What follows belongs to an exercise in optimizing a design on an open flow for small area, a short achievable clock period and few clock cycles per item; a production flow would make more cautious choices.
The RTL of this run was laid out without a check of its function.
No activity file was given, so power comes from the tool's default toggle rates.

**flow/config.mk**
```make
export PLATFORM = sky130hd
export DESIGN_NAME = sb2_render
export DESIGN_NICKNAME = sb2_render
export VERILOG_FILES = /design/flow/design.v
export SDC_FILE = /design/flow/constraint.sdc
export NUM_CORES = 4
export LEC_CHECK = 0
export CAP_MARGIN = 20
export CORE_MARGIN = 2
export CORE_UTILIZATION = 40
export SLEW_MARGIN = 20
```
**flow/constraint.sdc**
```tcl
create_clock -name core_clock -period 13.0 [get_ports {clk}]
set_input_delay 2.6000 -clock core_clock [delete_from_list [all_inputs] [get_ports {clk}]]
set_output_delay 2.6000 -clock core_clock [all_outputs]
set_load 0.01 [all_outputs]
```
**flow/design.v**
```verilog
module sb2_render (
    input  wire        clk,
    input  wire        rst,
    input  wire        wr_en,
    input  wire [1:0]  wr_ch,
    input  wire [3:0]  wr_reg,
    input  wire [31:0] wr_data,
    input  wire [1:0]  rd_ch,
    input  wire [3:0]  rd_reg,
    output reg  [31:0] rd_data,
    input  wire        start,
    output wire        ready,
    output reg         done,
    output reg  [15:0] out_l,
    output reg  [15:0] out_r,
    output reg         mem_req,
    output reg  [31:0] mem_addr,
    input  wire        mem_ack,
    input  wire [7:0]  mem_rdata
);
    localparam R_CTRL    = 4'd0;
    localparam R_PITCH   = 4'd1;
    localparam R_VOL     = 4'd2;
    localparam R_VIB     = 4'd3;
    localparam R_TREM    = 4'd4;
    localparam R_SILENCE = 4'd5;
    localparam R_BASE    = 4'd6;
    localparam R_RATE    = 4'd7;
    localparam R_DATA    = 4'd8;
    localparam R_LENGTH  = 4'd9;
    localparam R_LSTART  = 4'd10;
    localparam R_LLEN    = 4'd11;
    localparam R_CURI    = 4'd12;
    localparam R_CURF    = 4'd13;
    localparam R_OUTRATE = 4'd15;
    localparam [31:0] OUTRATE_RESET = 32'd44100;
    localparam S_IDLE  = 4'd0;
    localparam S_CHK   = 4'd1;
    localparam S_MUL   = 4'd2;
    localparam S_DIVI  = 4'd3;
    localparam S_DIV   = 4'd4;
    localparam S_ADV   = 4'd5;
    localparam S_MOD   = 4'd6;
    localparam S_MODWB = 4'd7;
    localparam S_FETCH = 4'd8;
    localparam S_NEXT  = 4'd9;
    localparam S_MODUL = 4'd10;
    reg        act     [0:3];
    reg        gate    [0:3];
    reg        insv    [0:3];
    reg        looped  [0:3];
    reg        ended   [0:3];
    reg [15:0] pitch   [0:3];
    reg [7:0]  vol     [0:3];
    reg [7:0]  vdep    [0:3];
    reg [7:0]  vph     [0:3];
    reg [7:0]  tdep    [0:3];
    reg [7:0]  tph     [0:3];
    reg [7:0]  silence [0:3];
    reg [15:0] base    [0:3];
    reg [31:0] rate    [0:3];
    reg [31:0] sdata   [0:3];
    reg [31:0] slen    [0:3];
    reg [31:0] lstart  [0:3];
    reg [31:0] llen    [0:3];
    reg [31:0] curi    [0:3];
    reg [15:0] curf    [0:3];
    reg [31:0] outrate;
    reg [3:0]  state;
    reg [1:0]  ch;
    reg [47:0] num;         
    reg [47:0] den;         
    reg [48:0] rem;         
    reg [31:0] quo;         
    reg [5:0]  cnt;         
    reg [15:0] pe_r;        
    reg [6:0]  ve_r;        
    reg [48:0] xcur;        
    reg [32:0] mrem;        
    reg signed [15:0] acc_l;
    reg signed [15:0] acc_r;
    assign ready = (state == S_IDLE);
    function signed [6:0] wave;
        input [5:0] i;
        begin
            if (i <= 6'd16)
                wave = $signed({1'b0, i}) * 2;
            else if (i <= 6'd48)
                wave = 7'sd64 - $signed({1'b0, i}) * 2;
            else
                wave = $signed({1'b0, i}) * 2 - 7'sd128;
        end
    endfunction
    function signed [9:0] osc_off;
        input [7:0] ph;
        input [7:0] dep;
        reg signed [15:0] p;
        reg [15:0] mag;
        begin
            p = wave(ph[7:2]) * $signed({1'b0, dep});
            if (p < 0) begin
                mag = -p;
                osc_off = -$signed({1'b0, mag[14:5]});
            end else begin
                osc_off = $signed({1'b0, p[14:5]});
            end
        end
    endfunction
    wire signed [9:0]  voff = osc_off(vph[ch], vdep[ch]);
    wire signed [9:0]  toff = osc_off(tph[ch], tdep[ch]);
    wire signed [17:0] psum = $signed({2'b00, pitch[ch]}) + voff;
    wire signed [10:0] vsum = $signed({3'b000, vol[ch]}) + toff;
    wire [15:0] pe = (psum < 18'sd1) ? 16'd1 : (psum > 18'sd65535) ? 16'hFFFF : psum[15:0];
    wire [6:0]  ve = (vsum < 11'sd0) ? 7'd0 : (vsum > 11'sd64) ? 7'd64 : vsum[6:0];
    wire [15:0] base_eff = (base[ch] == 16'd0) ? 16'd1 : base[ch];
    wire [49:0] div_try  = {rem, 1'b0} | {49'd0, (cnt >= 6'd16) ? num[cnt - 6'd16] : 1'b0};
    wire        div_ge   = div_try >= {2'b00, den};
    wire [49:0] div_sub  = div_try - {2'b00, den};
    wire [48:0] cur0     = {1'b0, curi[ch], curf[ch]};
    wire [48:0] cur_adv  = cur0 + {17'd0, quo};
    wire [48:0] loop_beg = {1'b0, lstart[ch], 16'd0};
    wire [48:0] loop_end = {({1'b0, lstart[ch]} + {1'b0, llen[ch]}), 16'd0};
    wire [48:0] len_end  = {1'b0, slen[ch], 16'd0};
    wire [33:0] mod_try  = {mrem, xcur[cnt[5:0] + 6'd16]};
    wire        mod_ge   = mod_try >= {2'b00, llen[ch]};
    wire [33:0] mod_sub  = mod_try - {2'b00, llen[ch]};
    wire signed [14:0] contrib = $signed(mem_rdata) * $signed({1'b0, ve_r});
    always @(*) begin
        case (rd_reg)
            R_CTRL:    rd_data = {27'd0, ended[rd_ch], looped[rd_ch], insv[rd_ch], gate[rd_ch], act[rd_ch]};
            R_PITCH:   rd_data = {16'd0, pitch[rd_ch]};
            R_VOL:     rd_data = {24'd0, vol[rd_ch]};
            R_VIB:     rd_data = {16'd0, vph[rd_ch], vdep[rd_ch]};
            R_TREM:    rd_data = {16'd0, tph[rd_ch], tdep[rd_ch]};
            R_SILENCE: rd_data = {24'd0, silence[rd_ch]};
            R_BASE:    rd_data = {16'd0, base[rd_ch]};
            R_RATE:    rd_data = rate[rd_ch];
            R_DATA:    rd_data = sdata[rd_ch];
            R_LENGTH:  rd_data = slen[rd_ch];
            R_LSTART:  rd_data = lstart[rd_ch];
            R_LLEN:    rd_data = llen[rd_ch];
            R_CURI:    rd_data = curi[rd_ch];
            R_CURF:    rd_data = {16'd0, curf[rd_ch]};
            R_OUTRATE: rd_data = outrate;
            default:   rd_data = 32'd0;
        endcase
    end
    integer i;
    always @(posedge clk) begin
        if (rst) begin
            for (i = 0; i < 4; i = i + 1) begin
                act[i]     <= 1'b0;
                gate[i]    <= 1'b0;
                insv[i]    <= 1'b0;
                looped[i]  <= 1'b0;
                ended[i]   <= 1'b0;
                pitch[i]   <= 16'd0;
                vol[i]     <= 8'd0;
                vdep[i]    <= 8'd0;
                vph[i]     <= 8'd0;
                tdep[i]    <= 8'd0;
                tph[i]     <= 8'd0;
                silence[i] <= 8'd0;
                base[i]    <= 16'd0;
                rate[i]    <= 32'd0;
                sdata[i]   <= 32'd0;
                slen[i]    <= 32'd0;
                lstart[i]  <= 32'd0;
                llen[i]    <= 32'd0;
                curi[i]    <= 32'd0;
                curf[i]    <= 16'd0;
            end
            outrate  <= OUTRATE_RESET;
            state    <= S_IDLE;
            ch       <= 2'd0;
            done     <= 1'b0;
            out_l    <= 16'd0;
            out_r    <= 16'd0;
            mem_req  <= 1'b0;
            mem_addr <= 32'd0;
            num      <= 48'd0;
            den      <= 48'd0;
            rem      <= 49'd0;
            quo      <= 32'd0;
            cnt      <= 6'd0;
            pe_r     <= 16'd0;
            ve_r     <= 7'd0;
            xcur     <= 49'd0;
            mrem     <= 33'd0;
            acc_l    <= 16'sd0;
            acc_r    <= 16'sd0;
        end else begin
            done <= 1'b0;
            case (state)
            S_IDLE: begin
                if (wr_en) begin
                    case (wr_reg)
                    R_CTRL: begin
                        act[wr_ch]    <= wr_data[0];
                        gate[wr_ch]   <= wr_data[1];
                        insv[wr_ch]   <= wr_data[2];
                        looped[wr_ch] <= wr_data[3];
                        ended[wr_ch]  <= wr_data[4];
                    end
                    R_PITCH:   pitch[wr_ch]   <= wr_data[15:0];
                    R_VOL:     vol[wr_ch]     <= wr_data[7:0];
                    R_VIB: begin
                        vdep[wr_ch] <= wr_data[7:0];
                        vph[wr_ch]  <= wr_data[15:8];
                    end
                    R_TREM: begin
                        tdep[wr_ch] <= wr_data[7:0];
                        tph[wr_ch]  <= wr_data[15:8];
                    end
                    R_SILENCE: silence[wr_ch] <= wr_data[7:0];
                    R_BASE:    base[wr_ch]    <= wr_data[15:0];
                    R_RATE:    rate[wr_ch]    <= wr_data;
                    R_DATA:    sdata[wr_ch]   <= wr_data;
                    R_LENGTH:  slen[wr_ch]    <= wr_data;
                    R_LSTART:  lstart[wr_ch]  <= wr_data;
                    R_LLEN:    llen[wr_ch]    <= wr_data;
                    R_CURI:    curi[wr_ch]    <= wr_data;
                    R_CURF:    curf[wr_ch]    <= wr_data[15:0];
                    R_OUTRATE: outrate        <= wr_data;
                    default: ;
                    endcase
                end
                if (start) begin
                    ch    <= 2'd0;
                    acc_l <= 16'sd0;
                    acc_r <= 16'sd0;
                    state <= S_CHK;
                end
            end
            S_CHK: begin
                if (!act[ch] || !insv[ch]) begin
                    state <= S_NEXT;
                end else if (!gate[ch]) begin
                    if (ch == 2'd0 || ch == 2'd3)
                        acc_l <= acc_l + {{8{silence[ch][7]}}, silence[ch]};
                    else
                        acc_r <= acc_r + {{8{silence[ch][7]}}, silence[ch]};
                    state <= S_NEXT;
                end else begin
                    state <= S_MODUL;
                end
            end
            S_MODUL: begin
                pe_r  <= pe;
                ve_r  <= ve;
                state <= S_MUL;
            end
            S_MUL: begin
                num   <= pe_r * rate[ch];
                den   <= base_eff * outrate;
                state <= S_DIVI;
            end
            S_DIVI: begin
                if (num >= {den, 16'd0}) begin
                    quo   <= 32'hFFFF_FFFF;
                    state <= S_ADV;
                end else begin
                    rem   <= {17'd0, num[47:16]};
                    quo   <= 32'd0;
                    cnt   <= 6'd31;
                    state <= S_DIV;
                end
            end
            S_DIV: begin
                if (div_ge) begin
                    rem <= div_sub[48:0];
                    quo <= {quo[30:0], 1'b1};
                end else begin
                    rem <= div_try[48:0];
                    quo <= {quo[30:0], 1'b0};
                end
                if (cnt == 6'd0)
                    state <= S_ADV;
                else
                    cnt <= cnt - 6'd1;
            end
            S_ADV: begin
                if (llen[ch] != 32'd0) begin
                    if (cur_adv >= loop_end) begin
                        xcur  <= cur_adv - loop_beg;
                        mrem  <= 33'd0;
                        cnt   <= 6'd32;
                        state <= S_MOD;
                    end else begin
                        curi[ch] <= cur_adv[47:16];
                        curf[ch] <= cur_adv[15:0];
                        mem_req  <= 1'b1;
                        mem_addr <= sdata[ch] + cur_adv[47:16];
                        state    <= S_FETCH;
                    end
                end else if (cur_adv >= len_end) begin
                    act[ch]   <= 1'b0;
                    ended[ch] <= 1'b1;
                    curi[ch]  <= slen[ch];
                    curf[ch]  <= 16'd0;
                    state     <= S_NEXT;
                end else begin
                    curi[ch] <= cur_adv[47:16];
                    curf[ch] <= cur_adv[15:0];
                    mem_req  <= 1'b1;
                    mem_addr <= sdata[ch] + cur_adv[47:16];
                    state    <= S_FETCH;
                end
            end
            S_MOD: begin
                if (mod_ge)
                    mrem <= mod_sub[32:0];
                else
                    mrem <= mod_try[32:0];
                if (cnt == 6'd0)
                    state <= S_MODWB;
                else
                    cnt <= cnt - 6'd1;
            end
            S_MODWB: begin
                curi[ch]   <= lstart[ch] + mrem[31:0];
                curf[ch]   <= xcur[15:0];
                looped[ch] <= 1'b1;
                mem_req    <= 1'b1;
                mem_addr   <= sdata[ch] + lstart[ch] + mrem[31:0];
                state      <= S_FETCH;
            end
            S_FETCH: begin
                if (mem_ack) begin
                    mem_req <= 1'b0;
                    if (ch == 2'd0 || ch == 2'd3)
                        acc_l <= acc_l + {contrib[14], contrib};
                    else
                        acc_r <= acc_r + {contrib[14], contrib};
                    state <= S_NEXT;
                end
            end
            S_NEXT: begin
                if (ch == 2'd3) begin
                    out_l <= acc_l;
                    out_r <= acc_r;
                    done  <= 1'b1;
                    state <= S_IDLE;
                end else begin
                    ch    <= ch + 2'd1;
                    state <= S_CHK;
                end
            end
            default: state <= S_IDLE;
            endcase
        end
    end
endmodule
```
**flow/run.sh**
```bash
#!/bin/bash
# synth_recipe.tcl (not shown) runs the flow's synth.tcl, then flattens the netlist and writes it again
# the make line also repeats each setting of config.mk as NAME=value (left out here)
make -C /OpenROAD-flow-scripts/flow DESIGN_CONFIG=/design/flow/config.mk WORK_HOME=/design/flow/orfs CLKGATE_MAP_FILE= SYNTH_SCRIPT=/design/flow/synth_recipe.tcl finish
```
==> run notes <==
Worst Path Arrival: 12.06 ns
Post-synth EDFFs: 1172
Data required, critical path: 13.78 ns
Simple-gate share of the synthesized area: 15.5%
Status: complete, no violations
VDD IR max: 0.108 mV
Vias/cell: 6.00
Total number of vias: 104000
Clk root buf: clkbuf_16
Gr usage total: 28.4%
Vias in the first global route: 101000
Crit-path slowest cell: a2111oi_0
Setup Buffers After CTS: 0
Leak pwr: 59.8 nW
Fin crit period: 11.28 ns
CP most frequent cell: fa_1
Synthesized area: 0.134 mm^2
Final hold vios: 0
Power Density: 103 mW/mm^2
Avg WL per Cell: 28.2 um
Worst hold path class: reg2reg
CTS tree: yes
Final ANT Viol Nets: 0
Max cap viols: 0
Drt drc: 0
Max incr delay on CP: 0.78 ns
Routed WL: 488000 um
Post-route clock period utilization: 86.8%
Maximum buffer depth of the clock tree: 4
CTS Buf Count: 184
CTS Hold Bufs: 0
Setup violations, final: 0
Initial DRT Pass Iterations: 6
Slew margin rel.: 15.5%
Sequential share of the synthesized area: 32.6%
Mapped Cells: 12900
Hpwl dp: 353000 um
IO Count: 156
Num Clock Sinks: 1598
Slew @ Worst Pin: 1.25 ns
Synthesized flop and latch total: 1598
FF+latch area: 0.0437 mm^2
Yosys top cell area share: 26.3%
CP Max Fanout: 19
Area leader, netlist: edfxtp_1
Final setup TNS: 0 ns
Initial antenna violation count: 45
Largest net degree at the start of global routing: 112
Crit Path Class: reg2reg
IO Port Bufs: 155
Grt ovf: 0
Adder-Cell Fraction of Synth Area: 21.7%
CP Capture Type: flop
Die ar.: 0.340 mm^2
Starting DRT DRC Count: 11900
Netlist cell types: 93
Initial Util: 40.2%
Global-route wire length before repair: 707000 um
Synth warn: 2
Final Wtd Congestion: 1.02
Layout area overhead: 9.47%
Die Wd: 583 um
CTS resizes: 0
Compound-Gate Fraction of Synth Area: 10.4%
Layout cells sized above 1: 10.7%
Clock Latency Late Sink: 0.91 ns
Row count: 212
Main synth FF type: edfxtp_1
Multi-input gate area: 0.0830 mm^2
PnR Total Power: 15.1 mW
Largest family of logic cells by synthesized area: adder cells
Net Count, Synth: 14700
Setup crit start kind: flop
H-tree levels: 4
Fraction of registers with async set/reset: 0%
Clock skew: 0.0959 ns
FMAX: 88.6 MHz
Layout Nets: 14500
Mux cell area share after synthesis: 11.1%
Die Y: 583 um
Syn Area/Cell: 10.4 um^2
Clock Pin Slew Worst Setup and Hold Paths: 0.06 ns
Max Slew Vio Count: 0
Largest cells by area after synthesis: edfxtp_1, fa_1, mux4_2
Post-synthesis xor/xnor area fraction: 2.83%
RSZ-0062 raised after global routing: false
Layout fillers: 31300
Core Region: 0.333 mm^2
[power by group]
part           internal (mW)  leakage, nW  switching, mW
clock                   3.02         2.90           2.27
combinational           1.50         41.4           2.63
sequential              5.61         15.5         0.0839
[kinds of logic (layout without fill, tap and decap cells)]
group | Yosys count | count (layout)
compound gates | 2113 | 2113
buf+inv | 2071 | 2004
xor+xnor | 433 | 433
other cells | 0 | 27
fa+ha+maj | 1742 | 1742
mux | 751 | 751
simple gates | 4214 | 4214
flops | 1598 | 1598
[cells in the final DEF, fill, tap and decap left out, drive strengths merged, types with 240 or more instances in the layout]
master	n
edfxtp	1172
buf	323
mux4	582
a21o	240
nand2	1520
fa	973
and2	754
a21oi	574
ha	768
o21ai	387
and3	627
inv	1223
nor2	652
dfxtp	426
xnor2	277
[state kept, by name (all words and copies together), names as in the netlist, 49 cells and up, named ones only]
register	flops
pitch	64
sdata	128
lstart	128
slen	128
base	64
xcur	49
rate	128
curf	64
curi	128
llen	128
rem	49
[Yosys cell counts (all sizes together) (426+ instances only)]
library cell and n:
and3 627, a21oi 574, edfxtp 1172, clkbuf 727
fa 973, inv 1213, dfxtp 426, nor2 652
nand2 1520, mux4 582, ha 768, and2 754
[path summary, 6_finish.rpt]
check,startpoint,end,slack (ns),cells past startpoint
worst max-delay path,flop,pe_r[10]$_SDFFE_PP0P_,1.72,36
worst min-delay path,den[7]$_SDFFE_PP0P_,den[7]$_SDFFE_PP0P_,0.45,2
worst max register to register,flop,pe_r[10]$_SDFFE_PP0P_,1.72,36
worst min register to register,den[7]$_SDFFE_PP0P_,den[7]$_SDFFE_PP0P_,0.45,2
[metal layers]
layer | vias to the layer above | GRT usage (%) | part of all wire, %
met1 | 52500 | 37.4 | 39
met2 | 5222 | 43.7 | 44
met3 | 1072 | 7.18 | 11
met4 | 12 | 13.2 | 5.6
met5 | - | 0 | 0.017
li1 | 44900 | - | -
[through the flow]
stage          cell area [um^2]  util (%)  hold WS [ns]  instances  setup slack, ns
6_report                 147000      44.0         0.449      17300             1.72
5_1_grt                  147000      44.0         0.461      17200            0.789
4_1_cts                  147000      43.9         0.453      17200             1.78
3_5_place_dp             141000      42.2         0.444      16900             1.87
3_3_place_gp             141000      42.2         0.438      16900             1.85
2_1_floorplan            134000         -         0.422      12900             2.13
[final cells by class]
cell class	instances	area share, %
clock inverter	95	0.644
multi-input combinational	9253	56.6
tap	4387	3.74
antenna	27	0.0461
inverter	1215	3.11
sequential	1598	29.8
timing repair buffer	457	2.64
clock buffer	237	3.40
[worst max-delay path, delay by kind of cell, from the launching register on]
| kind | cells | cell delay [ns] |
|---|---|---|
| flip-flops | 1 | 0.59 |
| XOR/XNOR | 4 | 1.50 |
| AND/OR/NAND/NOR | 11 | 1.90 |
| adder cells (fa/ha/maj) | 8 | 3.11 |
| AO/OA/AOI/OAI | 10 | 3.24 |
| buffers and inverters | 2 | 0.16 |
| multiplexers | 1 | 0.67 |

static timing again, ports no longer ideal:
How much do the figures lean on ideal ports? The routed layout below was timed once more, with nothing changed but the port constraints. Step 1 (the two cells are an assumption about what drives the block):
set clk [get_ports {clk}]
set_driving_cell -lib_cell sky130_fd_sc_hd__clkbuf_16 $clk
set_driving_cell -lib_cell sky130_fd_sc_hd__buf_2 [delete_from_list [all_inputs] $clk]
Step 2, shift: input delay + t, output delay - t, t = (earliest + latest rising clock arrival at the registers) / 2. This alone moves slack from input paths to output paths. a / b / c = no drivers / after step 1 / after step 2; a / b = the first two.
shift t [ns]: 0.978
setup slack, ns: 1.717 / 1.717 / 1.717
worst data-port slew with drivers (ns): 0.23
After both steps this run still meets setup and hold. The setup slack of this run moves by 0.000 ns with the drivers and by 0.000 ns with both steps.
